What follows belongs to an exercise in optimizing a design on an open flow for small area, a short achievable clock period and few clock cycles; a production flow would make more cautious choices.
Function was checked by simulation only, so behaviour that the tests miss may differ from the original.
Power and IR drop assume default switching activity.

Design fbd_seq, start of the top module:
module fbd_seq (
    input  wire        clk,
    input  wire        rst,
    input  wire        cmd_valid,
    input  wire [1:0]  cmd_op,         
    output wire        cmd_ready,
    input  wire [31:0] sample_rate,    
    input  wire        max_loop_en,
    input  wire [15:0] max_loop,
    output wire        playing,
    output wire        mem_req,
    output wire [15:0] mem_addr,
    input  wire        mem_gnt,
    input  wire        mem_rvalid,
    input  wire [7:0]  mem_rdata,
    output wire        ev_valid,
    output wire [2:0]  ev_kind,        
    output wire [1:0]  ev_ch,
    output wire [11:0] ev_data
);
    localparam [1:0] OP_LOAD = 2'd0, OP_TICK = 2'd1, OP_END = 2'd2, OP_SAMPLE = 2'd3;
    localparam [2:0] EV_TONE = 3'd0, EV_VOL = 3'd1, EV_MODE = 3'd2, EV_NOISE = 3'd3, EV_PULL = 3'd4;
    localparam [1:0] PH_ATTACK = 2'd0, PH_DECAY = 2'd1, PH_SUSTAIN = 2'd2, PH_RELEASE = 2'd3;
    localparam [4:0]
        S_IDLE   = 5'd0,
        S_TCH    = 5'd1,
        S_CTONE  = 5'd2,
        S_CVOL   = 5'd3,
        S_OP     = 5'd4,
        S_NDUR   = 5'd5,
        S_PEEK   = 5'd6,
        S_NVOL   = 5'd7,
        S_ARG    = 5'd8,
        S_STK    = 5'd9,
        S_PSCAN  = 5'd10,
        S_PPAR   = 5'd11,
  ...
export LEC_CHECK = 0
export CAP_MARGIN = 20
export CORE_MARGIN = 2
export CORE_UTILIZATION = 40
export PLACE_DENSITY = 0.6
export SETUP_SLACK_MARGIN = 5
export SLEW_MARGIN = 20
create_clock -name core_clock -period 10.0 [get_ports {clk}]
standard.sh (not shown) runs the stock make flow with config.mk's settings and CLKGATE_MAP_FILE= SYNTH_SCRIPT=/design/flow/synth_recipe.tcl, a recipe that flattens the netlist after the stock synthesis.
==> flow/flow/run.sh <==
#!/bin/bash
set -euo pipefail
bash standard.sh SETUP_SLACK_MARGIN=5.8 finish > standard_flow.log 2>&1
The starting point went through all stages and came out clean.
Testbench counts at the start, summed over its fixed seeds: cycles 36,581.
Edit:
==> flow/run.sh (new file) <==
#!/bin/bash
# synth_recipe.tcl (not shown) runs the flow's synth.tcl, then flattens the netlist and writes it again
# the make line also repeats each setting of config.mk as NAME=value (left out here)
make -C /OpenROAD-flow-scripts/flow DESIGN_CONFIG=/design/flow/config.mk WORK_HOME=/design/flow/orfs CLKGATE_MAP_FILE= SYNTH_SCRIPT=/design/flow/synth_recipe.tcl finish
removed: flow/flow/run.sh
removed: flow/standard.sh
Final cell count shrinks by 1.0%. Non-clock buffer count is lower by 125. Power drops by 4.3%. Via count came out lower by 1.9%. Setup slack is worse by 0.38 ns.
Edit:
==> flow/flow/run.sh (new file) <==
#!/bin/bash
set -euo pipefail
bash standard.sh SETUP_SLACK_MARGIN=5.5 finish > standard_flow.log 2>&1
==> flow/standard.sh (new file) <==
#!/bin/bash
# synth_recipe.tcl (not shown) runs the flow's synth.tcl, then flattens the netlist and writes it again
# the make line also repeats each setting of config.mk as NAME=value (left out here)
make -C /OpenROAD-flow-scripts/flow DESIGN_CONFIG=/design/flow/config.mk WORK_HOME=/design/flow/orfs CLKGATE_MAP_FILE= SYNTH_SCRIPT=/design/flow/synth_recipe.tcl "${@:-finish}"
removed: flow/run.sh
=> Register-to-register slack improves by 0.31 ns; cell area increases by 1.1%; count of clock-buffer cells in the layout decreases by 7; utilization increases by 0.52 points; area after synthesis is unchanged; wire length stays flat; die area does not change.


Setup of run A:
Another version of the RTL of fbd_seq (not shown whole).
Size in the first run: about 8100 cells after synthesis, roughly 2000 flip-flops, roughly 100 I/O pins.
==> flow/design.v (excerpt) <==
module fbd_seq (
    input  wire        clk,
    input  wire        rst,
    input  wire        cmd_valid,
    input  wire [1:0]  cmd_op,         
    output wire        cmd_ready,
    input  wire [31:0] sample_rate,    
    input  wire        max_loop_en,
    input  wire [15:0] max_loop,
    output wire        playing,
    output wire        mem_req,
    output wire [15:0] mem_addr,
    input  wire        mem_gnt,
    input  wire        mem_rvalid,
    input  wire [7:0]  mem_rdata,
    output wire        ev_valid,
    output wire [2:0]  ev_kind,        
    output wire [1:0]  ev_ch,
    output wire [11:0] ev_data
);
==> flow/config.mk <==
export PLATFORM = sky130hd
export DESIGN_NAME = fbd_seq
export DESIGN_NICKNAME = fbd_seq
export VERILOG_FILES = /design/flow/design.v
export SDC_FILE = /design/flow/constraint.sdc
export NUM_CORES = 4
export LEC_CHECK = 0
export CAP_MARGIN = 20
export CORE_MARGIN = 2
export CORE_UTILIZATION = 40
export PLACE_DENSITY = 0.6
export SETUP_SLACK_MARGIN = 5
export SLEW_MARGIN = 20
==> flow/constraint.sdc <==
create_clock -name core_clock -period 10.0 [get_ports {clk}]
set_input_delay 2.0000 -clock core_clock [delete_from_list [all_inputs] [get_ports {clk}]]
set_output_delay 2.0000 -clock core_clock [all_outputs]
set_load 0.01 [all_outputs]
==> flow/flow/run.sh <==
#!/bin/bash
set -euo pipefail
bash standard.sh SETUP_SLACK_MARGIN=6.0 finish > standard_flow.log 2>&1
Run A did not stop at any stage, and its layout met the timing, DRC and antenna checks.
Testbench counts of run A, summed over its fixed seeds: cycles 36,581.
diff inputs: run A => run D
==> flow/flow/run.sh <==
#!/bin/bash
set -euo pipefail
bash standard.sh SETUP_SLACK_MARGIN=6.3 finish > standard_flow.log 2>&1
--- outcome ---
- met1 wire length ends up lower on run A.
- The library cell contributing the largest single delay on the critical path comes out buf_8 in one run and a222oi_1 in the other, namely in run D and run A respectively.
- Changes observed in run D relative to run A: power went up; power share of the combinational group went up; power per unit of standard cell area rose by about 1.4%; minimum clock period after layout shows an increase of 0.078 ns.
- Run D against run A: maximum frequency fell about 1.8%, final worst slack saw a decrease, register-to-register slack -0.08 ns.

[separate check: timing with driven ports]
Ports are ideal in the flow. The routed layouts listed here were re-timed in OpenROAD.
Step 1 (the two cells are an assumption about what drives the block):
set clk [get_ports {clk}]
set_driving_cell -lib_cell sky130_fd_sc_hd__clkbuf_16 $clk
set_driving_cell -lib_cell sky130_fd_sc_hd__buf_2 [delete_from_list [all_inputs] $clk]
Step 2 also shifts input and output timing later by t, the mid clock arrival at the registers, as if the neighbouring blocks saw the same clock.
Three values: ideal ports, drivers, drivers and shift; two values: the first two.
| run | t (ns) | setup WS [ns] | pins driven straight from the clock port |
|---|---|---|---|
| the first run of note 1 | 0.956 | 5.428 / 5.428 / 4.779 | 1 |
| the second run of note 1 | 0.956 | 5.050 / 5.050 / 4.257 | 1 |
| the third run of note 1 | 0.978 | 5.355 / 5.355 / 4.576 | 1 |
| run A | 0.954 | 5.743 / 5.743 / 4.911 | 1 |
| run D | 0.963 | 5.665 / 5.665 / 4.952 | 1 |
After both steps setup and hold are still met in every run listed. The setup slack of run A, which loses most, moves by 0.000 ns with the drivers and by -0.832 ns with both steps.
